This design comes from an exercise in tuning for small area and a short achievable clock period on the open sky130 flow, not from production work. Only simulation tests tie the RTL to the original design; equivalence was not proved. Power and IR drop assume default switching activity.

**flow/flow/run.sh**
```bash
#!/bin/bash
# The standard layout, with the port buffers made from the smallest plain buffer
# and a clock tree of larger sink clusters without dummy balancing loads.
set -euo pipefail
export BUFFER_PORTS_ARGS="-buffer_cell sky130_fd_sc_hd__buf_1"
export CTS_ARGS="-sink_clustering_enable -repair_clock_nets -dont_use_dummy_load -sink_clustering_size 16 -sink_clustering_max_diameter 60 -buf_list {sky130_fd_sc_hd__clkbuf_8}"
bash standard.sh > standard.log 2>&1
```
**flow/standard.sh**
```bash
#!/bin/bash
# synth_recipe.tcl (not shown) runs the flow's synth.tcl, then flattens the netlist and writes it again
# the make line also repeats each setting of config.mk as NAME=value (left out here)
make -C /OpenROAD-flow-scripts/flow DESIGN_CONFIG=/design/flow/config.mk WORK_HOME=/design/flow/orfs CLKGATE_MAP_FILE= SYNTH_SCRIPT=/design/flow/synth_recipe.tcl "${@:-finish}"
```
**flow/config.mk**
```make
export PLATFORM = sky130hd
export DESIGN_NAME = proto_rx
export DESIGN_NICKNAME = proto_rx
export VERILOG_FILES = /design/flow/design.v
export SDC_FILE = /design/flow/constraint.sdc
export NUM_CORES = 4
export LEC_CHECK = 0
export CAP_MARGIN = 0
export CORE_MARGIN = 2
export CORE_UTILIZATION = 70
export SETUP_SLACK_MARGIN = 5
export SLEW_MARGIN = 0
```
**flow/constraint.sdc**
```tcl
create_clock -name core_clock -period 8.0 [get_ports {clk}]
set_input_delay 1.6000 -clock core_clock [delete_from_list [all_inputs] [get_ports {clk}]]
set_output_delay 1.6000 -clock core_clock [all_outputs]
set_load 0.01 [all_outputs]
```
**flow/design.v**
```verilog
module proto_rx (
    input  wire         clk,
    input  wire         rst,             
    input  wire         rx_valid,
    input  wire [7:0]   rx_byte,
    input  wire         sync_wait,       
    output reg          frame_valid,
    output reg  [1:0]   frame_status,    
    output wire [15:0]  frame_len,
    output wire [15:0]  frame_rid,
    output wire [15:0]  frame_sid,
    output wire [15:0]  frame_cmd,
    output wire [15:0]  frame_seq,
    output reg          ev_valid,
    output reg  [2:0]   ev_code,         
    output reg  [119:0] ev_data,
    output reg          diag_valid,
    output reg          diag_stale,
    output reg          diag_large,
    output wire [15:0]  diag_diff,
    output reg  [15:0]  expected_next,
    output reg  [31:0]  missing_count
);
    localparam [7:0]  START_BYTE = 8'hAA;
    localparam [7:0]  TOK_HI     = 8'hAB;
    localparam [7:0]  TOK_LO     = 8'hCD;
    localparam [2:0] S_LH = 3'd4,    
                     S_LL = 3'd5,    
                     S_BD = 3'd6;    
    reg  [2:0]   st;             
    reg  [15:0]  k;              
    reg          lst;            
    reg  [15:0]  len;
    reg  [15:0]  rid, sid, cmd, seq;
    reg  [15:0]  crc;            
    reg          t_ab, t_abcd, t_tail;   
    reg          tok45;          
    reg  [16:0]  dif;            
    integer i;
    wire        in_body   = (st == S_BD);
    wire        k_small   = (k[15:5] == 11'd0);
    wire [15:0] len_lo    = {len[15:8], rx_byte};
    wire        last_ll   = (st == S_LL) && (len_lo == 16'd0);
    wire        last_bd   = in_body && lst;
    wire        hdr       = rx_valid && in_body && k_small;
    wire        clr7      = (k[4:0] == 5'd7);
    wire [7:0]  wbus      = rx_byte & {8{~clr7}};    
    wire is_short   = (len < 16'd10);
    wire n_ge1      = (len >= 16'd11);
    wire n_ge6      = (len >= 16'd16);
    wire n_ge15     = (len >= 16'd25);
    wire c_ping     = (cmd == 16'h0001);
    wire c_snap     = (cmd == 16'h8002);
    wire c_ss       = (cmd == 16'h0003);
    wire c_ssack    = (cmd == 16'h8003);
    wire c_power    = (cmd == 16'h8100);
    wire c_play     = (cmd == 16'h8101);
    wire c_file     = (cmd == 16'h0200);
    wire c_config   = (cmd == 16'h0300);
    wire c_unknown  = !(c_ping | c_snap | c_ss | c_ssack | c_power | c_play | c_file | c_config);
    wire shortcut   = c_ss && n_ge6 && t_tail;
    wire stale      = dif[16] && dif[15] && !shortcut;
    wire [7:0]  crc_x    = crc[15:8] ^ rx_byte;
    wire [7:0]  crc_y    = crc_x ^ {4'd0, crc_x[7:4]};
    wire [15:0] crc_next = {crc[7:0], 8'd0} ^ {crc_y[3:0], 12'd0} ^ {3'd0, crc_y, 5'd0} ^ {8'd0, crc_y};
    wire crc_ok     = (crc[7:0] == 8'h00) && (crc_x == 8'h00);
    wire dispatch   = !stale && crc_ok;
    wire ev_any     = (c_snap && n_ge15) || ((c_power || c_play) && n_ge1) ||
                      (c_ssack && sync_wait) || c_unknown;
    wire dif_nz     = (dif[15:0] != 16'd0);
    wire fin        = last_bd && !is_short;
    wire clr_pre    = fin && !stale && ((c_ss && n_ge6 && tok45) || (c_ssack && sync_wait));
    wire kill       = rst || (rx_valid && crc_ok && clr_pre);
    wire upd_e      = rx_valid && fin && !stale;
    wire upd_mc     = upd_e && !shortcut;
    wire [15:0] e_new = shortcut ? 16'd0 : seq + 16'd1;
    wire e_snap     = (ev_code == 3'd4);
    wire e_power    = (ev_code == 3'd1);
    wire e_play     = (ev_code == 3'd2);
    assign frame_len  = len;
    assign frame_rid  = rid;
    assign frame_sid  = sid;
    assign frame_cmd  = cmd;
    assign frame_seq  = seq;
    assign diag_diff  = dif[15:0];
    always @(posedge clk) begin
        dif        <= {1'b0, seq} - {1'b0, expected_next};
        diag_stale <= dif[16] & dif[15];
        diag_large <= !(dif[16] & dif[15]) && (dif[15:2] != 14'd0);
        if (kill)
            expected_next <= 16'd0;
        else if (upd_e)
            expected_next <= e_new;
        if (kill)
            missing_count <= 32'd0;
        else if (upd_mc)
            missing_count <= missing_count + {16'd0, dif[15:0]};
        frame_status <= (st == S_LL || is_short) ? 2'd1 :
                        stale ? 2'd2 : crc_ok ? 2'd0 : 2'd3;
        ev_code    <= c_snap  ? 3'd4 :
                      c_power ? 3'd1 :
                      c_play  ? 3'd2 :
                      c_ssack ? 3'd5 : 3'd3;
        if (rx_valid) begin
            t_ab   <= (rx_byte == TOK_HI);
            t_abcd <= t_ab && (rx_byte == TOK_LO);
            t_tail <= t_abcd;
            case (st)
                S_LH: len[15:8] <= rx_byte;
                S_LL: len[7:0]  <= rx_byte;
                default: ;
            endcase
            if (st == S_LL) begin
                k   <= 16'd1;
                lst <= (len_lo == 16'd1);
                crc <= 16'd0;
            end else if (in_body) begin
                k   <= k + 16'd1;
                lst <= (k + 16'd1 == len);
                crc <= crc_next;
            end
        end
        if (hdr) begin
            case (k[4:0])
                5'd1: rid[15:8] <= rx_byte;
                5'd2: rid[7:0]  <= rx_byte;
                5'd3: sid[15:8] <= rx_byte;
                5'd4: sid[7:0]  <= rx_byte;
                5'd5: cmd[15:8] <= rx_byte;
                5'd6: cmd[7:0]  <= rx_byte;
                5'd7: seq[15:8] <= rx_byte;
                5'd8: seq[7:0]  <= rx_byte;
                5'd14: tok45    <= t_ab && (rx_byte == TOK_LO);
                default: ;
            endcase
            for (i = 0; i < 13; i = i + 1)
                if (clr7 || (e_snap && k[4:0] == i + 9))
                    ev_data[119 - 8*i -: 8] <= wbus;
            if (clr7 || (e_snap && k[4:0] == 5'd22))
                ev_data[15:8] <= clr7 ? (c_unknown ? cmd[15:8] : 8'd0) : rx_byte;
            if (clr7 || (e_snap && k[4:0] == 5'd23) || (e_play && k[4:0] == 5'd9))
                ev_data[7:1] <= clr7 ? (c_unknown ? cmd[7:1] : 7'd0) : rx_byte[7:1];
            if (clr7 || (e_snap && k[4:0] == 5'd23) || ((e_play || e_power) && k[4:0] == 5'd9))
                ev_data[0] <= clr7 ? (c_unknown & cmd[0]) :
                              e_power ? (rx_byte != 8'd0) : rx_byte[0];
        end
        if (rst) begin
            st            <= 3'd0;
            frame_valid   <= 1'b0;
            ev_valid      <= 1'b0;
            diag_valid    <= 1'b0;
        end else begin
            frame_valid <= 1'b0;
            ev_valid    <= 1'b0;
            diag_valid  <= 1'b0;
            if (rx_valid) begin
                if (!st[2]) begin
                    if (rx_byte == START_BYTE)
                        st <= st + 3'd1;         
                    else
                        st <= 3'd0;
                end else if (st == S_LH) begin
                    st <= S_LL;
                end else if (last_ll || last_bd) begin
                    st <= 3'd0;
                end else begin
                    st <= S_BD;
                end
                if (last_ll) begin
                    frame_valid  <= 1'b1;
                end else if (last_bd) begin
                    frame_valid <= 1'b1;
                    if (!is_short) begin
                        diag_valid   <= !shortcut && dif_nz;
                        ev_valid     <= dispatch && ev_any;
                    end
                end
            end
        end
    end
endmodule
```
==> results.txt, run 1 <==
Post-Syn Area 13700 um2; Avg Inst Size Synth 12.3 um2; design area about 16000 um2; Tightest Pin Transition ~1100 ps; largest delay contributor family on the critical path flip-flops; # DRC 0; clock slew at reported path FFs roughly 100 ps; Root Buffer clkbuf_8; post-synthesis simple-gate area fraction 14.2%; Max stage delay on crit path 530 ps; Final min period 2960 ps; Max IR drop VDD 0.158 mV; core area 19300 um2; hold path depth 0; CP startpoint kind flop; Clock Path Buffers 3; number of synthesis warnings 1; EDFF count, synth between 200 and 250; Detailed Routing Iterations Pass 1 5; async set or reset register ratio after synthesis 0%; routed vias around 10000; WL/cell 21.5 um; post-synthesis adder-cell area fraction 4.19%; CP max FO 7; post-synthesis sequential area ratio 63.3%; # nets final ~1500; status no timing/DRC/antenna violations; Pins Over Slew Limit 0; P_leak 5.36 nW; CP cell instances buf_1; Setup-failing EPs final 0; worst setup margin 5040 ps; largest family of logic cells by synthesized area simple AND/OR/NAND/NOR gates; pin count of the biggest net entering global routing 29; ANT cells 0; Area growth, synth to finish 16.1%; Hold WC Path Type flop to flop; Mapped Cells 1117; mux contribution to synthesized area less than 1%; Distinct cells, synth 67; via/cell ratio 6.08; CP Depth 1; Worst R2R Path Depth 6; post-synthesis xor/xnor area fraction 5.61%; Data arrival, critical path 1360 ps; GRT Total Usage 33.7%; Routed WL 36.1 mm; number of CTS-inserted buffers 26; share of post-route cells with drive strength above 1 under 10%; Clock Skews between 50 and 60 ps; Max-cap violations 0; GPL Wtd Cong 1.00; Starting Density a little under three quarters; die height 144 um; Fmax 0.338 GHz; Crit Path Class flop to output pin; cell count after placement 1629; Place WS 3770 ps; antenna viol nets, final 0; final worst-path cycle share 37.0%; first-pass GRT wire length 52.7 mm; clk sinks ~320; Final Non-Filler Cells 1678; Worst Path Required 6400 ps; Placed Instance Area 15100 um2; Main synth FF type edfxtp_1; number of fill cells in the layout 1136; final setup TNS 0 ps; CP max-delay cell edfxtp_1; Rel. slew slack roughly a quarter; initial antenna violation count 0; post-synthesis compound-gate area fraction 9.05%; Initial DRC Count 868; CTS tree built; Row Count between 50 and 60; DP HPWL 25.5 mm; I/O Buffers 285; grt ovf 0; final hold vios 0; cell area power density 163 nW/um2; Util after Layout between 80% and 90%; Yosys reg bits 315; Post-CTS Hold Fix Bufs 0; number of global-route vias before repair 9413; RSZ-0062 raised after global routing yes; Die X-Extent 144 um; H-Tree Depth 1; Syn Nets 1173; Worst-Skew Late Latency 580 ps; die area 20700 um2; IO Pins 286; CP bufs+invs 1; crit end category output pin
==> cells in the final DEF (no fill, tap or decap), drive strengths merged, types with 11 or more instances in the layout <==
| master | n |
|---|---|
| nand2 | 100 |
| dfxtp | 78 |
| and3 | 22 |
| xnor2 | 47 |
| ha | 42 |
| inv | 43 |
| nor2 | 101 |
| or3 | 11 |
| clkbuf | 30 |
| o21ai | 23 |
| a21oi | 68 |
| and2 | 19 |
| a21o | 18 |
| nand4 | 22 |
| edfxtp | 237 |
| nor4 | 18 |
| nor3 | 31 |
| o21a | 11 |
| xor2 | 40 |
| nand3 | 26 |
| buf | 314 |
==> synth_stat cells (18+ instances only) <==
master    number  area [um2]
edfxtp_1     237        7120
nor2_1       101         379
nand2_1      100         375
dfxtp_1       78        1560
a21oi_1       68         340
xnor2_1       46         403
inv_1         43         161
ha_1          42         526
xor2_1        40         350
nor3_1        31         155
nand3_1       26         130
and3_1        22         138
nand4_1       22         138
o21ai_0       19        95.1
a21o_1        18         135
and2_1        18         113
clkbuf_1      18        67.6
==> stage by stage <==
stage                     hold slack, ps  total power [W]
final                                448          0.00260
after global routing                 442          0.00266
after CTS                            444          0.00260
after detailed placement             413          0.00185
after global placement               414          0.00185
after floorplan                      400          0.00183
==> final cells by class <==
type,count,area (um2),share of cell area (%)
multi-input combinational,711,4930,30.9
inverter,43,161,1.01
clock buffer,26,358,2.25
timing repair buffer,318,1470,9.23
tap,265,332,2.08
sequential,315,8680,54.5
==> per-layer routing <==
metal / global-route usage (%) / routed length (um)
met4: 11.6 / 1430
met3: 4.50 / 3280
met2: 56.4 / 17500
met1: 46.0 / 13900
met5: 0 / 0
==> path summary, 6_finish.rpt <==
check             startpoint                end  slack, ps
setup / recovery      cmd[0]       frame_cmd[0]       5040
hold / removal        t_abcd             t_tail        450
setup reg to reg      len[7]  missing_count[13]       5170
hold reg to reg       t_abcd             t_tail        450
==> sequential cells by signal, indices dropped and copies added (netlist names), 2 cells and up <==
signal	cells
ev_code	3
sid	16
seq	16
missing_count	32
k	16
len	16
dif	17
st	3
cmd	16
expected_next	16
ev_data	120
frame_status	2
rid	16
crc	16
==> kinds of logic after synthesis <==
kind of cell             Yosys count
multiplexers                       6
flip-flops                       315
AND/OR/NAND/NOR                  389
buffers and inverters             91
AO/OA/AOI/OAI                    184
adder cells (fa/ha/maj)           45
XOR/XNOR                          87
==> timing repair <==
action                     CTS  global route
gates resized for setup     24            32
pin swaps                    6             8
setup buffers                6            12
setup endpoints to repair  253           183
cloned                       2             3
==> report_power, final <==
| part | internal (W) | switching [W] |
|---|---|---|
| Combinational | 0.0000294 | 0.0000521 |
| Sequential | 0.00175 | 0.000000965 |
| Clock | 0.000290 | 0.000477 |
==> inputs of run 2 (changes only) <==
--- a/flow/config.mk
+++ b/flow/config.mk
@@ -7,6 +7,6 @@
 export LEC_CHECK = 0
 export CAP_MARGIN = 0
 export CORE_MARGIN = 2
-export CORE_UTILIZATION = 70
+export CORE_UTILIZATION = 75
 export SETUP_SLACK_MARGIN = 5
 export SLEW_MARGIN = 0
==> run 2 against run 1 <==
  * Still clean
  * Via count is 3.2% higher
  * Clock skew is 10 ps higher
  * Non-clock buffer count is 7 lower
  * Clock power is 3.8% lower
  * Critical path depth is 9 higher
==> results.txt, run 2 <==
status no timing/DRC/antenna violations (unchanged); H-Tree Depth 1 (unchanged); critical hold path startpoint t_abcd (unchanged); Synth area leader edfxtp_1 (unchanged); CP bufs+invs 3 (was 1); worst setup margin 5020 ps (was 5040 ps); # DRC 0 (unchanged); via/cell ratio 6.44 (was 6.08); Starting Density 76.4% (was 71.0%); DP HPWL 26.3 mm (was 25.5 mm); post-synthesis sequential area ratio 63.3% (unchanged); most frequent cells after synthesis edfxtp_1, nor2_1, nand2_1 (unchanged); GPL Wtd Cong 0.978 (was 1.00); CP cell instances buf_1 > buf_6 > xor2_4 > nor4_2 > nand4_1 > a2111oi_4 > or2_4 > buf_12 > or4_4 > nand3_2 (was buf_1); initial antenna violation count 0 (unchanged); largest delay contributor family on the critical path simple AND/OR/NAND/NOR gates (was flip-flops); Routed WL 37.8 mm (was 36.1 mm); Final min period 2980 ps (was 2960 ps); clk sinks 315 (unchanged); hold path depth 0 (unchanged); Place WS 3530 ps (was 3770 ps); Worst Path Required 8500 ps (was 6400 ps); Placed Instance Area 15000 um2 (was 15100 um2); Row Count 49 (was 51); Data arrival, critical path 3470 ps (was 1360 ps); CP startpoint kind input port (was flop); die height 139 um (was 144 um); Hold WC Path Type flop to flop (unchanged); most frequent cells in the layout buf_1, edfxtp_1, nand2_1, nor2_1, dfxtp_1 (unchanged); Pins Over Slew Limit 0 (unchanged); Setup crit start rx_byte[7] (was cmd[0]); Worst-Skew Late Latency 560 ps (was 580 ps); IO Pins 286 (unchanged); most common cell after layout, fill and taps aside buf_1 (unchanged); share of post-route cells with drive strength above 1 8.26% (was 8.92%); Clock Skews 60.6 ps (was 50.5 ps); beginning of the worst register-to-register path dif[0] (was len[7]); Post-Syn Area 13700 um2 (unchanged); # nets final 1463 (was 1471); WL/cell 23.1 um (was 21.5 um); design area 15800 um2 (was 15900 um2); CP max FO 15 (was 7); number of global-route vias before repair 10100 (was 9413); pin count of the biggest net entering global routing 29 (unchanged); Tightest Pin Transition 1100 ps (was 1130 ps); cell area power density 163 nW/um2 (about the same); EDFF count, synth 237 (unchanged); Worst R2R Path Depth 9 (was 6); async set or reset register ratio after synthesis 0% (unchanged); Setup-failing EPs final 0 (unchanged); final setup TNS 0 ps (unchanged); grt ovf 0 (unchanged); Mapped Cells 1117 (unchanged); first-pass GRT wire length 56.6 mm (was 52.7 mm); I/O Buffers 285 (unchanged); RSZ-0062 raised after global routing yes (unchanged); Main synth FF type edfxtp_1 (unchanged); Largest regs ev_data: 120 flops, missing_count: 32 flops, dif: 17 flops (unchanged); Clock Path Buffers 3 (unchanged); Rel. slew slack 26.6% (was 24.5%); Avg Inst Size Synth 12.3 um2 (unchanged); number of CTS-inserted buffers 24 (was 26); routed vias 10500 (was 10200); P_leak 5.33 nW (was 5.36 nW); CP Depth 10 (was 1); CTS tree built (unchanged); CP max-delay cell or4_4 (was edfxtp_1); Max-cap violations 0 (unchanged); synth top area cells edfxtp_1, dfxtp_1, ha_1 (unchanged); die area 19400 um2 (was 20700 um2); most common cell in the synthesized netlist edfxtp_1 (unchanged); Area growth, synth to finish 14.9% (was 16.1%); number of synthesis warnings 1 (unchanged); Syn Nets 1173 (unchanged); Pwr Total 0.00257 W (was 0.00260 W); Biggest register ev_data (unchanged); crit end category flop (was output pin); Die X-Extent 139 um (was 144 um); GRT Total Usage 37.8% (was 33.7%); Root Buffer clkbuf_8 (unchanged); Max IR drop VDD 0.169 mV (was 0.158 mV); Max stage delay on crit path 480 ps (was 530 ps); Fmax 0.336 GHz (was 0.338 GHz); final hold vios 0 (unchanged); core area 18000 um2 (was 19300 um2); Initial DRC Count 1256 (was 868); Crit Path Class input port to flop (was flop to output pin); antenna viol nets, final 0 (unchanged); fraction of post-synthesis cell area in the top cell type by area 51.9% (unchanged); clock slew at reported path FFs 100 ps (about the same); max reg flops 120 (unchanged); Distinct cells, synth 67 (unchanged); final worst-path cycle share 37.2% (was 37.0%); Detailed Routing Iterations Pass 1 7 (was 5); Yosys reg bits 315 (unchanged)
run 2: cell counts after synthesis:
No cell type changed its count.
run 2: cells by family (layout without fill, tap and decap cells):
family	count (synthesis)	after routing	share of synthesized area, %
buffers and inverters	91	378	3.22
AND/OR/NAND/NOR	389	390	14.2
adder cells (fa/ha/maj)	45	45	4.19
AO/OA/AOI/OAI	184	184	9.05
XOR/XNOR	87	87	5.61
other	0	1	0
multiplexers	6	6	0.438
flip-flops	315	315	63.3
run 2: worst paths after layout:
kind | slack (ps) | to
worst max register to register | 5150 | missing_count[24]
worst max-delay path | 5020 | missing_count[13]
worst min-delay path | 480 | t_tail
worst min register to register | 480 | t_tail
run 2: where the power goes:
group / switching [W] / internal, W
combinational: 0.0000521 / 0.0000268
sequential: 0.000000986 / 0.00175
clock: 0.000469 / 0.000269
run 2: final cells by class:
cell class / count / area (um2)
clock buffer: 24 / 330
multi-input combinational: 712 / 4900
timing repair buffer: 311 / 1400
sequential: 315 / 8680
antenna: 1 / 2.50
tap: 229 / 287
inverter: 43 / 161
fill: 884 / 2200
run 2: per-stage QoR:
step	utilization, %	hold WS, ps	std cells
6_report	87.7	475	1635
3_3_place_gp	83.6	412	1590
5_1_grt	87.7	473	1634
2_1_floorplan	-	400	1117
3_5_place_dp	83.6	428	1590
4_1_cts	86.8	461	1626
run 2: routing by layer:
metal | GRT usage [%] | part of all wire [%]
met4 | 15.8 | 5.2
met2 | 64.0 | 49
met1 | 48.5 | 35
met5 | 0 | 0
met3 | 7.40 | 11
run 2: timing repair:
action / in CTS / in global routing
pin swaps: 5 / 8
setup endpoints to repair: 253 / 137
resized for setup: 30 / 20
hold buffers: 0 / 0
cloned: 2 / 1
setup buffers: 10 / 7
==> inputs of run 3 (changes only) <==
==> flow/flow/run.sh (replaced) <==
#!/bin/bash
# The standard layout, with the port buffers made from the smallest plain buffer
# and a clock tree of larger sink clusters without dummy balancing loads.
set -euo pipefail
export BUFFER_PORTS_ARGS="-buffer_cell sky130_fd_sc_hd__buf_1"
export CTS_ARGS="-sink_clustering_enable -repair_clock_nets -dont_use_dummy_load -sink_clustering_size 30 -sink_clustering_max_diameter 80 -buf_list {sky130_fd_sc_hd__clkbuf_16}"
bash standard.sh > standard.log 2>&1
--- a/flow/config.mk
+++ b/flow/config.mk
@@ -7,6 +7,6 @@
 export LEC_CHECK = 0
 export CAP_MARGIN = 0
 export CORE_MARGIN = 2
-export CORE_UTILIZATION = 75
+export CORE_UTILIZATION = 70
 export SETUP_SLACK_MARGIN = 5
 export SLEW_MARGIN = 0
==> run 3 against run 2 <==
  * Sequential share of layout area decreased by 1.4 points
  * Utilization fell by 4.1 points
  * Register-to-register slack worse by 50 ps
  * Clock power grew 7.6%
  * Routed wire length fell by 1.8%
  * Area after synthesis is the same
  * Via count fell by 2.4%
  * Still clean
==> results.txt, run 3 <==
status no timing/DRC/antenna violations (unchanged); post-synthesis sequential area ratio 63.3% (unchanged); Worst Path Required 8350 ps (was 8500 ps); final worst-path cycle share 38.1% (was 37.2%); Clock Skews 54.7 ps (was 60.6 ps); Syn Nets 1173 (unchanged); Yosys reg bits 315 (unchanged); Pwr Total 0.00264 W (was 0.00257 W); Area growth, synth to finish 17.8% (was 14.9%); Hold WC Path Type flop to flop (unchanged); Rel. slew slack 24.4% (was 26.6%); H-Tree Depth 1 (unchanged); first-pass GRT wire length 53.3 mm (was 56.6 mm); Detailed Routing Iterations Pass 1 6 (was 7); most frequent cells in the layout buf_1, edfxtp_1, nand2_1, nor2_1, dfxtp_1 (unchanged); share of post-route cells with drive strength above 1 10.7% (was 8.26%); Die X-Extent 144 um (was 139 um); # DRC 0 (unchanged); GRT Total Usage 34.2% (was 37.8%); max reg flops 120 (unchanged); CP max FO 5 (was 15); Tightest Pin Transition 1130 ps (was 1100 ps); Max IR drop VDD 0.273 mV (was 0.169 mV); GPL Wtd Cong 1.00 (was 0.978); WL/cell 22.2 um (was 23.1 um); IO Pins 286 (unchanged); beginning of the worst register-to-register path dif[2] (was dif[0]); Crit Path Class input port to flop (unchanged); EDFF count, synth 237 (unchanged); Max stage delay on crit path 310 ps (was 480 ps); Root Buffer clkbuf_16 (was clkbuf_8); clock slew at reported path FFs 120 ps (was 100 ps); Largest regs ev_data: 120 flops, missing_count: 32 flops, dif: 17 flops (unchanged); Avg Inst Size Synth 12.3 um2 (unchanged); Clock Path Buffers 3 (unchanged); ANT cells 0 (was 1); Routed WL 37.1 mm (was 37.8 mm); Worst-Skew Late Latency 510 ps (was 560 ps); Data arrival, critical path 3400 ps (was 3470 ps); critical hold path startpoint t_abcd (unchanged); Setup-failing EPs final 0 (unchanged); RSZ-0062 raised after global routing yes (unchanged); most frequent cells after synthesis edfxtp_1, nor2_1, nand2_1 (unchanged); die area 20700 um2 (was 19400 um2); CP startpoint kind input port (unchanged); via/cell ratio 6.14 (was 6.44); clk sinks 315 (unchanged); P_leak 5.42 nW (was 5.33 nW); crit end category flop (unchanged); Initial DRC Count 897 (was 1256); # nets final 1466 (was 1463); pin count of the biggest net entering global routing 31 (was 29); Biggest register ev_data (unchanged); Max-cap violations 0 (unchanged); antenna viol nets, final 0 (unchanged); I/O Buffers 285 (unchanged); number of fill cells in the layout 1075 (was 884); Post-Syn Area 13700 um2 (unchanged); grt ovf 0 (unchanged); CP cell instances buf_1 > buf_6 > xor2_4 > nor4_2 > nand4_1 > a2111oi_4 > or2_4 > buf_12 > clkbuf_16 > a211oi_2 (was buf_1 > buf_6 > xor2_4 > nor4_2 > nand4_1 > a2111oi_4 > or2_4 > buf_12 > or4_4 > nand3_2); Pins Over Slew Limit 0 (unchanged); final setup TNS 0 ps (unchanged); Starting Density 71.0% (was 76.4%); number of synthesis warnings 1 (unchanged); number of global-route vias before repair 9411 (was 10100); core area 19300 um2 (was 18000 um2); synth top area cells edfxtp_1, dfxtp_1, ha_1 (unchanged); routed vias 10300 (was 10500); CP max-delay cell a2111oi_4 (was or4_4); Distinct cells, synth 67 (unchanged); Util after Layout 83.6% (was 87.7%); Row Count 51 (was 49); die height 144 um (was 139 um); cell area power density 163 nW/um2 (about the same); most common cell in the synthesized netlist edfxtp_1 (unchanged); CTS tree built (unchanged); initial antenna violation count 0 (unchanged); Main synth FF type edfxtp_1 (unchanged); Synth area leader edfxtp_1 (unchanged); fraction of post-synthesis cell area in the top cell type by area 51.9% (unchanged); final hold vios 0 (unchanged); Fmax 0.328 GHz (was 0.336 GHz); async set or reset register ratio after synthesis 0% (unchanged); DP HPWL 25.5 mm (was 26.3 mm); number of CTS-inserted buffers 15 (was 24); Post-CTS Hold Fix Bufs 0 (unchanged); Mapped Cells 1117 (unchanged); Final min period 3040 ps (was 2980 ps); most common cell after layout, fill and taps aside buf_1 (unchanged); Setup crit start rx_byte[0] (was rx_byte[7])
[run 3: cell counts after synthesis]
No cell type changed its count.
[run 3: per-stage QoR]
stage | instances | hold slack, ps | worst slack, ps | instance area, um2
after CTS | 1660 | 444 | 4900 | 15800
after global placement | 1629 | 414 | 3870 | 15100
after floorplan | 1117 | 400 | 4750 | 13900
final | 1673 | 446 | 4960 | 16200
after global routing | 1673 | 446 | 4900 | 16200
after detailed placement | 1629 | 413 | 3770 | 15100
[run 3: cell families after synthesis]
| kind of cell | Yosys count | synth area share [%] |
|---|---|---|
| and+or+nand+nor | 389 | 14.2 |
| DFF | 315 | 63.3 |
| AOI/OAI and AO/OA | 184 | 9.05 |
| buffers and inverters | 91 | 3.22 |
| xor gates and xnor gates | 87 | 5.61 |
| adders and majority gates | 45 | 4.19 |
| muxes | 6 | 0.438 |
[run 3: area by class of cell]
cell class | count | area, um2 | area share (%)
clock buffers | 15 | 375 | 2.32
multi-input cells | 712 | 5060 | 31.3
well taps | 265 | 332 | 2.05
repair buffers | 323 | 1560 | 9.66
flip-flops and latches | 315 | 8680 | 53.7
inverters | 43 | 161 | 0.998
[run 3: path summary, 6_finish.rpt]
check,end,slack [ps],cells after the start
worst max-delay path,missing_count[2],4960,10
worst max register to register,missing_count[25],5100,8
worst min register to register,t_tail,450,0
worst min-delay path,t_tail,450,0
[run 3: where the power goes]
part           internal (W)  switching [W]  leakage, nW   total, W
Clock              0.000339       0.000455        0.185   0.000794
Combinational     0.0000342      0.0000567         2.51  0.0000909
Sequential          0.00175    0.000000992         2.73    0.00175
[run 3: worst max-delay path: cells and delay by family]
family	cells	cell delay, ps
simple gates	3	760
xor+xnor	1	180
buf+inv	4	500
compound gates	2	340
[run 3: per-layer routing]
layer / global-route usage, % / wire length [um] / vias to the layer above
li1: - / - / 4641
met1: 46.3 / 13900 / 4948
met2: 57.7 / 18500 / 599
met3: 5.13 / 3400 / 88
met4: 10.8 / 1250 / 0
met5: 0 / 0 / -
[run 3: timing repair]
item,CTS,global route
pin swaps,12,21
endpoints found under the setup margin,270,193
gates cloned,3,5
gates resized for setup,32,64
setup buffers,13,8
==> inputs of run 4 (changes only) <==
==> flow/flow/run.sh (replaced) <==
#!/bin/bash
# The standard layout, with the port buffers made from the smallest plain buffer
# and a clock tree of larger sink clusters without dummy balancing loads.
set -euo pipefail
export BUFFER_PORTS_ARGS="-buffer_cell sky130_fd_sc_hd__buf_1"
export CTS_ARGS="-sink_clustering_enable -repair_clock_nets -dont_use_dummy_load -sink_clustering_size 18 -sink_clustering_max_diameter 60 -buf_list {sky130_fd_sc_hd__clkbuf_8}"
bash standard.sh > standard.log 2>&1
==> run 4 against run 3 <==
  * Clock skew increased by 1.2 ps
  * Hold slack gained 17 ps
  * Maximum frequency is 2.3% higher
  * Via count shrank 0.88%
  * Non-clock buffer count is 6 lower
  * Clock power fell by 6.0%
  * Routed wire length shrank 2.5%
  * Flip-flop and latch count is the same
  * Synthesized cell count is the same
  * Largest cell class unchanged
==> results.txt, run 4 <==
status no timing/DRC/antenna violations (unchanged); Biggest register ev_data (unchanged); DP HPWL 25.5 mm (unchanged); CTS tree built (unchanged); number of global-route vias before repair 9482 (was 9411); most common cell after layout, fill and taps aside buf_1 (unchanged); Detailed Routing Iterations Pass 1 5 (was 6); CP max FO 6 (was 5); cell area power density 163 nW/um2 (about the same); most common cell in the synthesized netlist edfxtp_1 (unchanged); IO Pins 286 (unchanged); Rel. slew slack 23.9% (was 24.4%); Largest regs ev_data: 120 flops, missing_count: 32 flops, dif: 17 flops (unchanged); Hold WS 463 ps (was 446 ps); CP startpoint kind input port (unchanged); H-Tree Depth 1 (unchanged); first-pass GRT wire length 53.1 mm (was 53.3 mm); number of synthesis warnings 1 (unchanged); number of fill cells in the layout 1148 (was 1075); synth top area cells edfxtp_1, dfxtp_1, ha_1 (unchanged); Root Buffer clkbuf_8 (was clkbuf_16); WL/cell 21.6 um (was 22.2 um); Distinct cells, synth 67 (unchanged); ANT cells 0 (unchanged); Starting Density 71.0% (unchanged); number of CTS-inserted buffers 24 (was 15); post-synthesis sequential area ratio 63.3% (unchanged); final hold vios 0 (unchanged); async set or reset register ratio after synthesis 0% (unchanged); Clock Path Buffers 3 (unchanged); Worst R2R Path Depth 8 (unchanged); Data arrival, critical path 3420 ps (was 3400 ps); Setup-failing EPs final 0 (unchanged); Hold WC Path Type flop to flop (unchanged); initial antenna violation count 0 (unchanged); Fmax 0.336 GHz (was 0.328 GHz); routed vias 10200 (was 10300); clock slew at reported path FFs 110 ps (was 120 ps); Routed WL 36.1 mm (was 37.1 mm); Worst Path Required 8440 ps (was 8350 ps); most frequent cells after synthesis edfxtp_1, nor2_1, nand2_1 (unchanged); final worst-path cycle share 37.2% (was 38.1%); RSZ-0062 raised after global routing no (was yes); Max IR drop VDD 0.147 mV (was 0.273 mV); pin count of the biggest net entering global routing 29 (was 31); GRT Total Usage 34.0% (was 34.2%); die area 20700 um2 (unchanged); Die X-Extent 144 um (unchanged); Syn Nets 1173 (unchanged); # DRC 0 (unchanged); I/O Buffers 285 (unchanged); max reg flops 120 (unchanged); most frequent cells in the layout buf_1, edfxtp_1, nand2_1, nor2_1, dfxtp_1 (unchanged); via/cell ratio 6.08 (was 6.14); crit end category flop (unchanged); # nets final 1468 (was 1466); Yosys reg bits 315 (unchanged); P_leak 5.33 nW (was 5.42 nW); share of post-route cells with drive strength above 1 8.65% (was 10.7%); FF/Latch Area 8680 um2 (unchanged); core area 19300 um2 (unchanged); grt ovf 0 (unchanged); EDFF count, synth 237 (unchanged); GPL Wtd Cong 1.00 (unchanged); clk sinks 315 (unchanged); Post-Syn Area 13700 um2 (unchanged); Area growth, synth to finish 15.4% (was 17.8%); Multi-input gate area 4910 um2 (was 5060 um2); Final min period 2980 ps (was 3040 ps); Max-cap violations 0 (unchanged); final setup TNS 0 ps (unchanged); Crit Path Class input port to flop (unchanged); Main synth FF type edfxtp_1 (unchanged); antenna viol nets, final 0 (unchanged); Initial DRC Count 915 (was 897); Clock Skews 55.9 ps (was 54.7 ps); Mapped Cells 1117 (unchanged); Worst-Skew Late Latency 580 ps (was 510 ps); Avg Inst Size Synth 12.3 um2 (unchanged); die height 144 um (unchanged); Pins Over Slew Limit 0 (unchanged); hold path depth 0 (unchanged); Post-CTS Hold Fix Bufs 0 (unchanged); Tightest Pin Transition 1140 ps (was 1130 ps); Synth area leader edfxtp_1 (unchanged); Row Count 51 (unchanged); fraction of post-synthesis cell area in the top cell type by area 51.9% (unchanged)
-- run 4: worst max-delay path: stages --
cell and delay [ps]:
buf_1 80, buf_6 120, xor2_2 190, nor4_2 270
nand4_1 230, a2111oi_4 330, or2_4 250, buf_12 130
a2111o_1 110, o21ai_0 100
-- run 4: layout make-up --
type	instances	area share, %
clock buffer	24	2.09
timing repair buffer	317	9.00
sequential	315	54.8
multi-input combinational	711	31.0
inverter	43	1.02
tap	265	2.09
-- run 4: power breakdown --
group	switching [W]	total [W]	internal, W
Sequential	0.000000947	0.00175	0.00175
Clock	0.000477	0.000746	0.000269
Combinational	0.0000512	0.0000787	0.0000275
-- run 4: cell families after synthesis --
kind of cell / after synthesis / share of synthesized area, %
simple gates: 389 / 14.2
flops: 315 / 63.3
compound gates: 184 / 9.05
buf+inv: 91 / 3.22
xor+xnor: 87 / 5.61
fa+ha+maj: 45 / 4.19
mux: 6 / 0.438
-- run 4: timing repair --
action                     CTS  global route
setup endpoints to repair  249           174
pin swaps                    6             6
buffers inserted             8            11
resized for setup           26            21
gates cloned                 3             0
-- run 4: path summary, 6_finish.rpt --
check	from	end	slack (ps)
max	rx_byte[0]	missing_count[26]	5020
min	t_abcd	t_tail	460
max reg2reg	dif[2]	missing_count[21]	5140
min reg2reg	t_abcd	t_tail	460
-- run 4: metal layers --
metal  vias to the layer above  track usage, %  routed length [um]
met1                      4848            45.4               13400
met5                         -               0                   0
li1                       4629               -                   -
met2                       616            57.4               18000
met3                        93            5.26                3550
met4                         0            11.8                1190
-- run 4: through the flow --
| step | total power [W] | std cells | instance area, um2 | setup WS (ps) | util, % |
|---|---|---|---|---|---|
| floorplan | 0.00183 | 1117 | 13900 | 4750 | - |
| finish | 0.00258 | 1675 | 15800 | 5020 | 81.9 |
| global placement | 0.00185 | 1629 | 15100 | 3870 | 78.0 |
| detailed placement | 0.00185 | 1629 | 15100 | 3770 | 78.0 |
| global route | 0.00263 | 1675 | 15800 | 4970 | 81.9 |
| CTS | 0.00257 | 1664 | 15700 | 4980 | 81.1 |
==> inputs of run 5 (changes only) <==
==> flow/flow/run.sh (replaced) <==
#!/bin/bash
# The standard layout, with the port buffers made from the smallest plain buffer,
# a clock tree of larger sink clusters without dummy balancing loads, and timing
# repair aimed 6 ns inside the clock period.
set -euo pipefail
export BUFFER_PORTS_ARGS="-buffer_cell sky130_fd_sc_hd__buf_1"
export CTS_ARGS="-sink_clustering_enable -repair_clock_nets -dont_use_dummy_load -sink_clustering_size 16 -sink_clustering_max_diameter 60 -buf_list {sky130_fd_sc_hd__clkbuf_8}"
export SETUP_SLACK_MARGIN=6
bash standard.sh > standard.log 2>&1
==> flow/config.mk (replaced) <==
export PLATFORM = sky130hd
export DESIGN_NAME = proto_rx
export DESIGN_NICKNAME = proto_rx
export VERILOG_FILES = /design/flow/design.v
export SDC_FILE = /design/flow/constraint.sdc
export NUM_CORES = 4
export LEC_CHECK = 0
export CAP_MARGIN = 20
export CORE_MARGIN = 2
export CORE_UTILIZATION = 60
export SLEW_MARGIN = 20
==> run 5 against run 4 <==
  * Still clean on timing, DRC and antenna
  * Non-clock buffer count grew 223
  * Clock power grew 8.6%
  * Setup slack lost 210 ps
  * Register-to-register slack lost 270 ps
  * Critical path type unchanged
  * Hold slack lost 15 ps
  * Maximum frequency shrank 6.6%
  * Area after synthesis is the same
  * Largest power group unchanged
  * Synthesized cell count is the same
  * Highest routed layer unchanged
  * Power grew 4.9%
  * Utilization grew 7.3 points
  * Via count grew 21%
  * Die area grew 16%
==> results.txt, run 5 <==
Area growth, synth to finish 46.8% (was 15.4%); Largest regs ev_data: 120 flops, missing_count: 32 flops, dif: 17 flops (unchanged); Routed WL 50.8 mm (was 36.1 mm); Distinct cells, synth 67 (unchanged); Syn Nets 1173 (unchanged); busiest grt layer met2 (unchanged); Place WS 3600 ps (was 3770 ps); clk sinks 315 (unchanged); Max-cap violations 0 (unchanged); async set or reset register ratio after synthesis 0% (unchanged); Avg Inst Size Synth 12.3 um2 (unchanged); Starting Density 60.8% (was 71.0%); Max IR drop VDD 0.149 mV (was 0.147 mV); reg-to-reg endpoint missing_count[13] (was missing_count[21]); GRT Total Usage 35.3% (was 34.0%); most frequent cells in the layout edfxtp_1, buf_4, buf_6, clkbuf_2, nand2_1 (was buf_1, edfxtp_1, nand2_1, nor2_1, dfxtp_1); WL/cell 26.4 um (was 21.6 um); crit end category flop (unchanged); Die X-Extent 155 um (was 144 um); Synth area leader edfxtp_1 (unchanged); critical hold path startpoint t_abcd (unchanged); Data arrival, critical path 3660 ps (was 3420 ps); Clock Skews 71.2 ps (was 55.9 ps); via/cell ratio 6.39 (was 6.08); Crit Path Class input port to flop (unchanged); GPL Wtd Cong 0.895 (was 1.00); status no timing/DRC/antenna violations (unchanged); M2 GR Usage 60.4% (was 57.4%); Main synth FF type edfxtp_1 (unchanged); Hold Path Sink t_tail (unchanged); Hold WC Path Type flop to flop (unchanged); die height 155 um (was 144 um); number of CTS-inserted buffers 26 (was 24); clock slew at reported path FFs 100 ps (was 110 ps); H-Tree Depth 1 (unchanged); die area 24100 um2 (was 20700 um2); worst setup margin 4810 ps (was 5020 ps); number of synthesis warnings 1 (unchanged); Initial DRC Count 1475 (was 915); largest delay contributor family on the critical path simple AND/OR/NAND/NOR gates (unchanged); r2r setup slk 4870 ps (was 5140 ps); final worst-path cycle share 39.9% (was 37.2%); CP cell instances buf_8 > buf_8 > xor2_4 > nor4_2 > nand4_1 > a2111oi_4 > or2_4 > buf_12 > buf_12 > buf_16 > nor2_1 (was buf_1 > buf_6 > xor2_2 > nor4_2 > nand4_1 > a2111oi_4 > or2_4 > buf_12 > a2111o_1 > o21ai_0); share of post-route cells with drive strength above 1 47.4% (was 8.65%); first-pass GRT wire length 64.6 mm (was 53.1 mm); CP bufs+invs 5 (was 3); initial antenna violation count 0 (unchanged); final hold vios 0 (unchanged); most common cell after layout, fill and taps aside edfxtp_1 (was buf_1); fraction of post-synthesis cell area in the top cell type by area 51.9% (unchanged); most common cell in the synthesized netlist edfxtp_1 (unchanged); most frequent cells after synthesis edfxtp_1, nor2_1, nand2_1 (unchanged); CP startpoint kind input port (unchanged); Worst-Skew Late Latency 620 ps (was 580 ps); Root Buffer clkbuf_8 (unchanged); routed vias 12300 (was 10200); CTS tree built (unchanged); cell area power density 134 nW/um2 (was 163 nW/um2); CP max FO 10 (was 6); number of fill cells in the layout 913 (was 1148); antenna viol nets, final 0 (unchanged); P_leak 7.79 nW (was 5.33 nW); Setup-failing EPs final 0 (unchanged); max reg flops 120 (unchanged); IO Pins 286 (unchanged); synth top area cells edfxtp_1, dfxtp_1, ha_1 (unchanged); EDFF count, synth 237 (unchanged); Pins Over Slew Limit 0 (unchanged); number of global-route vias before repair 11200 (was 9482); core area 22600 um2 (was 19300 um2); Detailed Routing Iterations Pass 1 5 (unchanged); Rel. slew slack 44.7% (was 23.9%); Worst Path Required 8470 ps (was 8440 ps); Global Route met3 Usage 6.13% (was 5.26%); post-synthesis sequential area ratio 63.3% (unchanged); beginning of the worst register-to-register path len[12] (was dif[2]); final setup TNS 0 ps (unchanged); # DRC 0 (unchanged); CP max-delay cell a2111oi_4 (unchanged); Worst R2R Path Depth 6 (was 8); ANT cells 0 (unchanged); Final min period 3190 ps (was 2980 ps); Post-Syn Area 13700 um2 (unchanged); grt met1 use 45.3% (was 45.4%); Yosys reg bits 315 (unchanged); DP HPWL 25.2 mm (was 25.5 mm); Fmax 0.314 GHz (was 0.336 GHz); pin count of the biggest net entering global routing 29 (unchanged); Row Count 55 (was 51); Clock Path Buffers 3 (unchanged); RSZ-0062 raised after global routing yes (was no); Tightest Pin Transition 829 ps (was 1140 ps); I/O Buffers 285 (unchanged); hold path depth 0 (unchanged); Max stage delay on crit path 400 ps (was 330 ps); Biggest register ev_data (unchanged); Post-CTS Hold Fix Bufs 0 (unchanged); # nets final 1697 (was 1468); Hold WS 448 ps (was 463 ps); Mapped Cells 1117 (unchanged); grt ovf 0 (unchanged)
[run 5: cell counts after synthesis]
Identical to the previous run, type by type.
[run 5: power by group]
part,switching [W],total [W],internal (W)
clock network,0.000520,0.000810,0.000291
registers,0.00000126,0.00175,0.00175
logic,0.0000779,0.000148,0.0000703
total,0.000599,0.00270,0.00211
[run 5: area by class of cell]
class / count / area [um2] / share of cell area [%]
flip-flops and latches: 315 / 8810 / 43.8
multi-input cells: 714 / 5770 / 28.6
repair buffers: 540 / 4640 / 23.0
clock buffers: 26 / 358 / 1.78
well taps: 285 / 357 / 1.77
inverters: 43 / 196 / 0.975
repair inverters: 1 / 11.3 / 0.0559
[run 5: cells by family after synthesis]
logic type                 count (synthesis)  synth area share (%)
xor gates and xnor gates                  87                  5.61
buffers and inverters                     91                  3.22
muxes                                      6                 0.438
adders and majority gates                 45                  4.19
AOI/OAI and AO/OA                        184                  9.05
DFF                                      315                  63.3
and+or+nand+nor                          389                  14.2
[run 5: per-layer routing]
| layer | wire length (um) | vias to the layer above |
|---|---|---|
| met5 | 0 | - |
| met4 | 3220 | 0 |
| met3 | 5150 | 243 |
| met2 | 24600 | 1029 |
| met1 | 17800 | 5906 |
| li1 | - | 5117 |
[run 5: stage by stage]
stage / cell area [um2] / power [W] / instances / util (%)
after CTS: 19100 / 0.00266 / 1873 / 84.6
final: 20100 / 0.00270 / 1924 / 89.2
after global placement: 15300 / 0.00186 / 1649 / 68.0
after detailed placement: 15300 / 0.00186 / 1649 / 68.0
after global routing: 20100 / 0.00275 / 1924 / 89.2
after floorplan: 14200 / 0.00183 / 1117 / -
[run 5: worst max-delay path by stage]
stage	start	to	slack, ps	depth (start not counted)
floorplan	rx_byte[6]	missing_count[21]	4750	9
CTS	rx_byte[6]	missing_count[13]	4950	11
global route	rx_byte[7]	expected_next[3]	4790	11
global placement	rx_byte[4]	missing_count[13]	3650	10
detailed placement	rx_byte[4]	missing_count[13]	3600	10
finish	rx_byte[7]	expected_next[3]	4810	11
[run 5: worst register-to-register path, stage by stage, from the launching register on]
cell      delay, ps
edfxtp_1        530
nor4_4          430
nand4b_4        320
and4_1          530
or3_4           610
or4_4           570
nand3_2          70
[run 5: what timing repair did]
action / in CTS / in global routing
pin swaps: 59 / 43
resized for setup: 481 / 218
cloned: 9 / 1
endpoints found under the setup margin: 711 / 650
setup buffers: 189 / 50
==> inputs of run 6 (changes only) <==
--- a/flow/design.v
+++ b/flow/design.v
@@ -43,7 +43,7 @@
     wire        last_ll   = (st == S_LL) && (len_lo == 16'd0);
     wire        last_bd   = in_body && lst;
     wire        hdr       = rx_valid && in_body && k_small;
-    wire        clr7      = (k[4:0] == 5'd7);
+    wire        clr7      = (k[4:0] == 5'd8);
     wire [7:0]  wbus      = rx_byte & {8{~clr7}};    
     wire is_short   = (len < 16'd10);
     wire n_ge1      = (len >= 16'd11);
@@ -58,25 +58,27 @@
     wire c_file     = (cmd == 16'h0200);
     wire c_config   = (cmd == 16'h0300);
     wire c_unknown  = !(c_ping | c_snap | c_ss | c_ssack | c_power | c_play | c_file | c_config);
-    wire shortcut   = c_ss && n_ge6 && t_tail;
+    reg f_ss, f_unk;
+    wire e_snap     = (ev_code == 3'd4);
+    wire e_power    = (ev_code == 3'd1);
+    wire e_play     = (ev_code == 3'd2);
+    wire e_ssack    = (ev_code == 3'd5);
+    wire shortcut   = f_ss && n_ge6 && t_tail;
     wire stale      = dif[16] && dif[15] && !shortcut;
     wire [7:0]  crc_x    = crc[15:8] ^ rx_byte;
     wire [7:0]  crc_y    = crc_x ^ {4'd0, crc_x[7:4]};
     wire [15:0] crc_next = {crc[7:0], 8'd0} ^ {crc_y[3:0], 12'd0} ^ {3'd0, crc_y, 5'd0} ^ {8'd0, crc_y};
     wire crc_ok     = (crc[7:0] == 8'h00) && (crc_x == 8'h00);
     wire dispatch   = !stale && crc_ok;
-    wire ev_any     = (c_snap && n_ge15) || ((c_power || c_play) && n_ge1) ||
-                      (c_ssack && sync_wait) || c_unknown;
+    wire ev_any     = (e_snap && n_ge15) || ((e_power || e_play) && n_ge1) ||
+                      (e_ssack && sync_wait) || f_unk;
     wire dif_nz     = (dif[15:0] != 16'd0);
     wire fin        = last_bd && !is_short;
-    wire clr_pre    = fin && !stale && ((c_ss && n_ge6 && tok45) || (c_ssack && sync_wait));
+    wire clr_pre    = fin && !stale && ((f_ss && n_ge6 && tok45) || (e_ssack && sync_wait));
     wire kill       = rst || (rx_valid && crc_ok && clr_pre);
     wire upd_e      = rx_valid && fin && !stale;
     wire upd_mc     = upd_e && !shortcut;
     wire [15:0] e_new = shortcut ? 16'd0 : seq + 16'd1;
-    wire e_snap     = (ev_code == 3'd4);
-    wire e_power    = (ev_code == 3'd1);
-    wire e_play     = (ev_code == 3'd2);
     assign frame_len  = len;
     assign frame_rid  = rid;
     assign frame_sid  = sid;
@@ -97,6 +99,8 @@
             missing_count <= missing_count + {16'd0, dif[15:0]};
         frame_status <= (st == S_LL || is_short) ? 2'd1 :
                         stale ? 2'd2 : crc_ok ? 2'd0 : 2'd3;
+        f_ss       <= c_ss;
+        f_unk      <= c_unknown;
         ev_code    <= c_snap  ? 3'd4 :
                       c_power ? 3'd1 :
                       c_play  ? 3'd2 :
@@ -137,11 +141,11 @@
                 if (clr7 || (e_snap && k[4:0] == i + 9))
                     ev_data[119 - 8*i -: 8] <= wbus;
             if (clr7 || (e_snap && k[4:0] == 5'd22))
-                ev_data[15:8] <= clr7 ? (c_unknown ? cmd[15:8] : 8'd0) : rx_byte;
+                ev_data[15:8] <= clr7 ? (f_unk ? cmd[15:8] : 8'd0) : rx_byte;
             if (clr7 || (e_snap && k[4:0] == 5'd23) || (e_play && k[4:0] == 5'd9))
-                ev_data[7:1] <= clr7 ? (c_unknown ? cmd[7:1] : 7'd0) : rx_byte[7:1];
+                ev_data[7:1] <= clr7 ? (f_unk ? cmd[7:1] : 7'd0) : rx_byte[7:1];
             if (clr7 || (e_snap && k[4:0] == 5'd23) || ((e_play || e_power) && k[4:0] == 5'd9))
-                ev_data[0] <= clr7 ? (c_unknown & cmd[0]) :
+                ev_data[0] <= clr7 ? (f_unk & cmd[0]) :
                               e_power ? (rx_byte != 8'd0) : rx_byte[0];
         end
         if (rst) begin
==> flow/flow/run.sh (replaced) <==
#!/bin/bash
# The standard layout, with the port buffers made from the smallest plain buffer
# and a clock tree of larger sink clusters without dummy balancing loads.
set -euo pipefail
export BUFFER_PORTS_ARGS="-buffer_cell sky130_fd_sc_hd__buf_1"
export CTS_ARGS="-sink_clustering_enable -repair_clock_nets -dont_use_dummy_load -sink_clustering_size 16 -sink_clustering_max_diameter 60 -buf_list {sky130_fd_sc_hd__clkbuf_8}"
bash standard.sh > standard.log 2>&1
==> flow/config.mk (replaced) <==
export PLATFORM = sky130hd
export DESIGN_NAME = proto_rx
export DESIGN_NICKNAME = proto_rx
export VERILOG_FILES = /design/flow/design.v
export SDC_FILE = /design/flow/constraint.sdc
export NUM_CORES = 4
export LEC_CHECK = 0
export CAP_MARGIN = 0
export CORE_MARGIN = 2
export CORE_UTILIZATION = 70
export SETUP_SLACK_MARGIN = 5
export SLEW_MARGIN = 0
export TNS_END_PERCENT = 30
==> run 6 against run 5 <==
  * Largest cell class unchanged
  * Setup slack better by 210 ps
  * Area after synthesis decreased by 0.68%
  * Clock power decreased by 6.3%
  * Die area is 15% lower
  * Flip-flop and latch count grew 2
  * Sequential share of layout area up 12 points
==> results.txt, run 6 <==
P_int 0.00206 W (was 0.00211 W); IO Pins 286 (unchanged); post-synthesis sequential area ratio 64.0% (was 63.3%); worst setup margin 5020 ps (was 4810 ps); die area 20600 um2 (was 24100 um2); Distinct cells, synth 59 (was 67); r2r setup slk 5020 ps (was 4870 ps); Pins Over Slew Limit 0 (unchanged); Largest regs ev_data: 120 flops, missing_count: 32 flops, dif: 17 flops (unchanged); routed vias 9914 (was 12300); Crit Path Class flop to flop (was input port to flop); clock slew at reported path FFs 100 ps (about the same); Placed Instance Area 15000 um2 (was 15300 um2); P_leak 5.13 nW (was 7.79 nW); via/cell ratio 6.03 (was 6.39); most frequent cells in the layout buf_1, edfxtp_1, nor2_1, dfxtp_1, nand2_1 (was edfxtp_1, buf_4, buf_6, clkbuf_2, nand2_1); number of CTS-inserted buffers 25 (was 26); share of post-route cells with drive strength above 1 6.24% (was 47.4%); Data arrival, critical path 3420 ps (was 3660 ps); Root Buffer clkbuf_8 (unchanged); # DRC 0 (unchanged); final worst-path cycle share 37.2% (was 39.9%); design area 15500 um2 (was 20100 um2); number of synthesis warnings 1 (unchanged); Max-cap violations 0 (unchanged); combinational power share 2.6% (was 5.5%); Final min period 2980 ps (was 3190 ps); Crit path top cell by count ha_1; Synth area leader edfxtp_1 (unchanged); most common cell after layout, fill and taps aside buf_1 (was edfxtp_1); clk sinks 317 (was 315); Avg Inst Size Synth 12.4 um2 (was 12.3 um2); Biggest register ev_data (unchanged); Place WS 3530 ps (was 3600 ps); Clock Path Buffers 3 (unchanged); CP startpoint kind flop (was input port); WL/cell 21.4 um (was 26.4 um); RSZ-0062 raised after global routing yes (unchanged); Clock Skews 48.3 ps (was 71.2 ps); core area 19300 um2 (was 22600 um2); CP cell instances ha_1 > and3_1 > ha_1 > xor2_1 > nand4_1 > a311oi_1 > nand2_1 > nor3_1 > and4b_1 > a32o_1 (was buf_8 > buf_8 > xor2_4 > nor4_2 > nand4_1 > a2111oi_4 > or2_4 > buf_12 > buf_12 > buf_16 > nor2_1); Row Count 51 (was 55); Hold WC Path Type flop to flop (unchanged); grt ovf 0 (unchanged); CTS tree built (unchanged); Starting Density 70.7% (was 60.8%); Sw Share 20.4% (was 22.1%); Mapped Cells 1096 (was 1117); Max stage delay on crit path 510 ps (was 400 ps); Max IR drop VDD 0.136 mV (was 0.149 mV); fraction of post-synthesis cell area in the top cell type by area 52.2% (was 51.9%); Hold WS 438 ps (was 448 ps); Worst-Skew Late Latency 570 ps (was 620 ps); Setup-failing EPs final 0 (unchanged); CP bufs+invs 0 (was 5); Routed WL 35.1 mm (was 50.8 mm); crit end category flop (unchanged); Post-CTS Hold Fix Bufs 0 (unchanged); die height 144 um (was 155 um); antenna viol nets, final 0 (unchanged); Post-Syn Area 13600 um2 (was 13700 um2); Syn Nets 1152 (was 1173); initial antenna violation count 0 (unchanged); max reg flops 120 (unchanged); Rel. slew slack 12.7% (was 44.7%); status no timing/DRC/antenna violations (unchanged); Yosys reg bits 317 (was 315); Area growth, synth to finish 13.9% (was 46.8%); Initial DRC Count 826 (was 1475); ANT cells 0 (unchanged); Flop pwr share 68.1% (was 64.6%); CP max-delay cell edfxtp_1 (was a2111oi_4); Fmax 0.336 GHz (was 0.314 GHz); GPL Wtd Cong 0.859 (was 0.895); synth top area cells edfxtp_1, dfxtp_1, ha_1 (unchanged); first-pass GRT wire length 52.2 mm (was 64.6 mm); Main synth FF type edfxtp_1 (unchanged); async set or reset register ratio after synthesis 0% (unchanged); clock share of power 29.3% (was 30.0%); final hold vios 0 (unchanged); pin count of the biggest net entering global routing 37 (was 29); most frequent cells after synthesis edfxtp_1, nor2_1, dfxtp_1 (was edfxtp_1, nor2_1, nand2_1); I/O Buffers 285 (unchanged); EDFF count, synth 237 (unchanged); most common cell in the synthesized netlist edfxtp_1 (unchanged); Switch Pwr 0.000528 W (was 0.000599 W); Detailed Routing Iterations Pass 1 5 (unchanged); CP max FO 12 (was 10); H-Tree Depth 1 (unchanged); number of global-route vias before repair 9156 (was 11200); Die X-Extent 144 um (was 155 um); # nets final 1436 (was 1697); DP HPWL 24.4 mm (was 25.2 mm); cell area power density 167 nW/um2 (was 134 nW/um2); Final Non-Filler Cells 1643 (was 1924); Tightest Pin Transition 1300 ps (was 829 ps); largest delay contributor family on the critical path simple AND/OR/NAND/NOR gates (unchanged); GRT Total Usage 33.8% (was 35.3%); Worst Path Required 8450 ps (was 8470 ps); cell count after placement 1608 (was 1649); final setup TNS 0 ps (unchanged)
run 6: cell count changes after synthesis, moves of 6 or more:
cell and delta:
nand2_1 -24, a22oi_1 +14, a21oi_1 -13, xor2_1 +13, xnor2_1 +11, nor2_1 +10, and2_1 +9, nand4_1 -9
nand3_1 +8, or3_1 -7, or4_1 -7, inv_1 -6
run 6: power groups by stage:
stage          Combinational [W]  Clock, W  Sequential [W]
2_1_floorplan          0.0000315         0         0.00180
3_3_place_gp           0.0000588         0         0.00180
3_5_place_dp           0.0000601         0         0.00180
4_1_cts                0.0000639  0.000756         0.00176
5_1_grt                0.0000703  0.000809         0.00176
6_report               0.0000666  0.000759         0.00176
run 6: area by class of cell:
| type | count | area, um2 |
|---|---|---|
| flip-flops and latches | 317 | 8720 |
| well taps | 265 | 332 |
| repair buffers | 302 | 1210 |
| clock buffers | 25 | 344 |
| multi-input cells | 697 | 4780 |
| inverters | 37 | 139 |
| fillers | 1245 | 3740 |
run 6: routing by layer:
| metal | GRT usage, % | wire [um] | vias to the layer above |
|---|---|---|---|
| met5 | 0 | 0 | - |
| met4 | 11.0 | 1140 | 0 |
| met3 | 4.80 | 3260 | 97 |
| met2 | 55.3 | 16900 | 560 |
| met1 | 47.4 | 13800 | 4747 |
| li1 | - | - | 4510 |
run 6: per-stage QoR:
| stage | util, % | total power, W |
|---|---|---|
| 2_1_floorplan | - | 0.00183 |
| 5_1_grt | 80.6 | 0.00264 |
| 6_report | 80.6 | 0.00259 |
| 4_1_cts | 80.4 | 0.00258 |
| 3_3_place_gp | 77.6 | 0.00186 |
| 3_5_place_dp | 77.6 | 0.00186 |
run 6: kinds of logic (layout without fill, tap and decap cells):
kind of cell / after synthesis / after routing / synth area share, %
buffers and inverters: 85 / 364 / 2.97
adder cells (fa/ha/maj): 44 / 44 / 4.15
AND/OR/NAND/NOR: 368 / 368 / 13.6
multiplexers: 2 / 2 / 0.147
AO/OA/AOI/OAI: 170 / 173 / 8.08
XOR/XNOR: 110 / 110 / 7.07
flip-flops: 317 / 317 / 64.0
run 6: path summary, 6_finish.rpt:
path | startpoint | end | depth (start not counted)
min | t_abcd | t_tail | 0
min reg2reg | t_abcd | t_tail | 0
max | k[0] | lst | 10
max reg2reg | k[0] | lst | 10
run 6: worst reg2reg max path: stages, from the launching register on:
cell and delay [ps]:
edfxtp_1 510, ha_1 470, and3_1 290, ha_1 320
xor2_1 170, nand4_1 100, a311oi_1 270, nand2_1 130
nor3_1 200, and4b_1 230, a32o_1 160
run 6: repair_timing:
item | 4_1_cts | 5_1_grt
endpoints found under the setup margin | 233 | 67
cloned | 3 | 0
gates resized for setup | 23 | 9
pin swaps | 3 | 0
setup buffers | 7 | 0
==> inputs of run 7 (changes only) <==
--- a/flow/config.mk
+++ b/flow/config.mk
@@ -10,4 +10,4 @@
 export CORE_UTILIZATION = 70
 export SETUP_SLACK_MARGIN = 5
 export SLEW_MARGIN = 0
-export TNS_END_PERCENT = 30
+export TNS_END_PERCENT = 70
==> run 7 against run 6 <==
  * Clock-buffer cell count shrank 1
  * Clock skew grew 27 ps
  * Critical path depth shrank 3
  * Via count shrank 0.77%
  * First-iteration DRC count grew 23%
  * Register-to-register slack gained 180 ps
  * Hold slack gained 16 ps
  * Sequential power is essentially flat
  * Power shrank 0.95%
  * Sequential share of layout area grew 0.23 points
  * Cell area shrank 0.40%
==> results.txt, run 7 <==
Multi-input gate area 4770 um2 (was 4780 um2); most frequent cells after synthesis edfxtp_1, nor2_1, dfxtp_1 (unchanged); Crit Path Class input port to flop (was flop to flop); routed vias 9838 (was 9914); clock slew at reported path FFs 90 ps (was 100 ps); cell count after placement 1607 (was 1608); I/O Buffers 285 (unchanged); Pwr Total 0.00256 W (was 0.00259 W); via/cell ratio 6.02 (was 6.03); GRT Total Usage 33.2% (was 33.8%); Starting Density 70.7% (unchanged); reg-to-reg endpoint lst (unchanged); Worst R2R Path Depth 10 (unchanged); CP max-delay cell a31o_4 (was edfxtp_1); post-synthesis sequential area ratio 64.0% (unchanged); Worst Path Required 8410 ps (was 8450 ps); final setup TNS 0 ps (unchanged); die height 144 um (unchanged); most frequent cells in the layout buf_1, edfxtp_1, nor2_1, dfxtp_1, nand2_1 (unchanged); Row Count 51 (unchanged); grt ovf 0 (unchanged); Initial DRC Count 1016 (was 826); Setup crit start rx_byte[1] (was k[0]); final worst-path cycle share 36.8% (was 37.2%); WL/cell 21.1 um (was 21.4 um); ANT cells 0 (unchanged); Rel. slew slack 31.5% (was 12.7%); number of CTS-inserted buffers 24 (was 25); Post-CTS Hold Fix Bufs 0 (unchanged); Clock Path Buffers 3 (unchanged); Root Buffer clkbuf_8 (unchanged); Max IR drop VDD 0.154 mV (was 0.136 mV); EDFF count, synth 237 (unchanged); r2r setup slk 5200 ps (was 5020 ps); Tightest Pin Transition 1030 ps (was 1300 ps); core area 19300 um2 (unchanged); number of fill cells in the layout 1203 (was 1245); critical hold path startpoint t_abcd (unchanged); Final Non-Filler Cells 1635 (was 1643); Distinct cells, synth 59 (unchanged); FF/Latch Area 8720 um2 (unchanged); Yosys reg bits 317 (unchanged); Mapped Cells 1096 (unchanged); synth top area cells edfxtp_1, dfxtp_1, ha_1 (unchanged); first-pass GRT wire length 51.5 mm (was 52.2 mm); Max-cap violations 0 (unchanged); IO Pins 286 (unchanged); Biggest register ev_data (unchanged); Placed Instance Area 15000 um2 (unchanged); Fmax 0.340 GHz (was 0.336 GHz); hold path depth 0 (unchanged); Detailed Routing Iterations Pass 1 6 (was 5); most common cell after layout, fill and taps aside buf_1 (unchanged); RSZ-0062 raised after global routing yes (unchanged); pin count of the biggest net entering global routing 37 (unchanged); antenna viol nets, final 0 (unchanged); CP bufs+invs 2 (was 0); share of post-route cells with drive strength above 1 6.20% (was 6.24%); # DRC 0 (unchanged); crit end category flop (unchanged); beginning of the worst register-to-register path k[0] (unchanged); Hold Path Sink t_tail (unchanged); Max stage delay on crit path 460 ps (was 510 ps); Synth area leader edfxtp_1 (unchanged); Area growth, synth to finish 13.5% (was 13.9%); Pins Over Slew Limit 0 (unchanged); Routed WL 34.5 mm (was 35.1 mm); Main synth FF type edfxtp_1 (unchanged); most common cell in the synthesized netlist edfxtp_1 (unchanged); max reg flops 120 (unchanged); CP startpoint kind input port (was flop); CP cell instances buf_1 > buf_4 > xnor2_1 > nand4_1 > nor4_4 > a31o_4 > nor2_1 (was ha_1 > and3_1 > ha_1 > xor2_1 > nand4_1 > a311oi_1 > nand2_1 > nor3_1 > and4b_1 > a32o_1); Largest regs ev_data: 120 flops, missing_count: 32 flops, dif: 17 flops (unchanged); Syn Nets 1152 (unchanged); cell area power density 166 nW/um2 (was 167 nW/um2); clk sinks 317 (unchanged); Avg Inst Size Synth 12.4 um2 (unchanged); Clock Skews 75.0 ps (was 48.3 ps); async set or reset register ratio after synthesis 0% (unchanged); die area 20600 um2 (unchanged); GPL Wtd Cong 0.903 (was 0.859); final hold vios 0 (unchanged); initial antenna violation count 0 (unchanged); number of synthesis warnings 1 (unchanged); CTS tree built (unchanged); Post-Syn Area 13600 um2 (unchanged); design area 15500 um2 (about the same); status no timing/DRC/antenna violations (unchanged); Die X-Extent 144 um (unchanged); P_leak 5.11 nW (was 5.13 nW); number of global-route vias before repair 9002 (was 9156); H-Tree Depth 1 (unchanged); largest delay contributor family on the critical path simple AND/OR/NAND/NOR gates (unchanged); Hold WC Path Type flop to flop (unchanged); Data arrival, critical path 3360 ps (was 3420 ps); CP max FO 24 (was 12); # nets final 1428 (was 1436); Util after Layout 80.2% (was 80.6%); Worst-Skew Late Latency 580 ps (was 570 ps); Setup-failing EPs final 0 (unchanged); Final min period 2940 ps (was 2980 ps); DP HPWL 24.3 mm (was 24.4 mm); CP Depth 7 (was 10); fraction of post-synthesis cell area in the top cell type by area 52.2% (unchanged)
-- run 7: routing by layer --
metal | track usage (%) | wire length (um)
met5 | 0 | 0
met4 | 8.51 | 991
met3 | 4.60 | 3570
met2 | 54.5 | 16500
met1 | 47.5 | 13400
-- run 7: logic make-up after synthesis --
family | share of synthesized area (%)
simple gates | 13.6
flops | 64.0
compound gates | 8.08
xor+xnor | 7.07
buf+inv | 2.97
fa+ha+maj | 4.15
mux | 0.147
-- run 7: worst max path at each step --
stage	slack, ps	to
detailed placement	3520	sid[3]
CTS	4870	missing_count[31]
global route	4930	expected_next[0]
floorplan	4870	ev_data[100]
global placement	3590	sid[3]
finish	5060	expected_next[0]
-- run 7: area by class of cell --
class / instances / area share [%]
multi-input combinational: 695 / 30.8
sequential: 317 / 56.4
tap: 265 / 2.14
inverter: 37 / 0.898
clock buffer: 24 / 2.14
timing repair buffer: 297 / 7.61
-- run 7: stage by stage --
stage / hold slack (ps) / setup slack (ps)
3_5_place_dp: 417 / 3520
5_1_grt: 458 / 4930
3_3_place_gp: 408 / 3590
6_report: 454 / 5060
2_1_floorplan: 400 / 4870
4_1_cts: 447 / 4870
-- run 7: where the power goes --
part	switching, W	total (W)	internal, W
Clock	0.000466	0.000735	0.000269
Sequential	0.000000826	0.00176	0.00176
Combinational	0.0000479	0.0000660	0.0000181
Total	0.000515	0.00256	0.00205
-- run 7: timing repair --
action	in CTS	in global routing
setup endpoints to repair	249	95
pin swaps	1	0
setup buffers	3	0
cloned	1	0
resized for setup	15	17

==> static timing again, ports no longer ideal <==
In the flow no input, the clock included, has a driving cell. The finished layouts below were timed again as built, in two steps. Step 1 sets driving cells, clkbuf_16 on the clock port and buf_2 on the other inputs (assumed; they add their load-dependent delay and slew). Step 2 also shifts input and output timing later by t, the mid clock arrival at the registers, as if the neighbouring blocks saw the same clock. Three values: no drivers, after step 1, after step 2; two values: the first two.
run	shift t [ns]	slack for setup (ns)	worst register clock-pin slew, ns
run 1	0.599	5.040 / 4.996 / 4.478	0.10 / 0.10
run 2	0.576	5.025 / 5.030 / 4.465	0.10 / 0.10
run 3	0.526	4.956 / 4.984 / 4.459	0.12 / 0.12
run 4	0.595	5.023 / 5.011 / 4.453	0.11 / 0.11
run 5	0.631	4.811 / 4.812 / 4.181	0.11 / 0.11
run 6	0.592	5.023 / 5.023 / 4.484	0.10 / 0.10
run 7	0.587	5.057 / 5.060 / 4.495	0.11 / 0.11
After both steps every run listed still meets setup and hold. The setup slack of run 5, which loses most, moves by +0.001 ns with the drivers and by -0.630 ns with both steps.
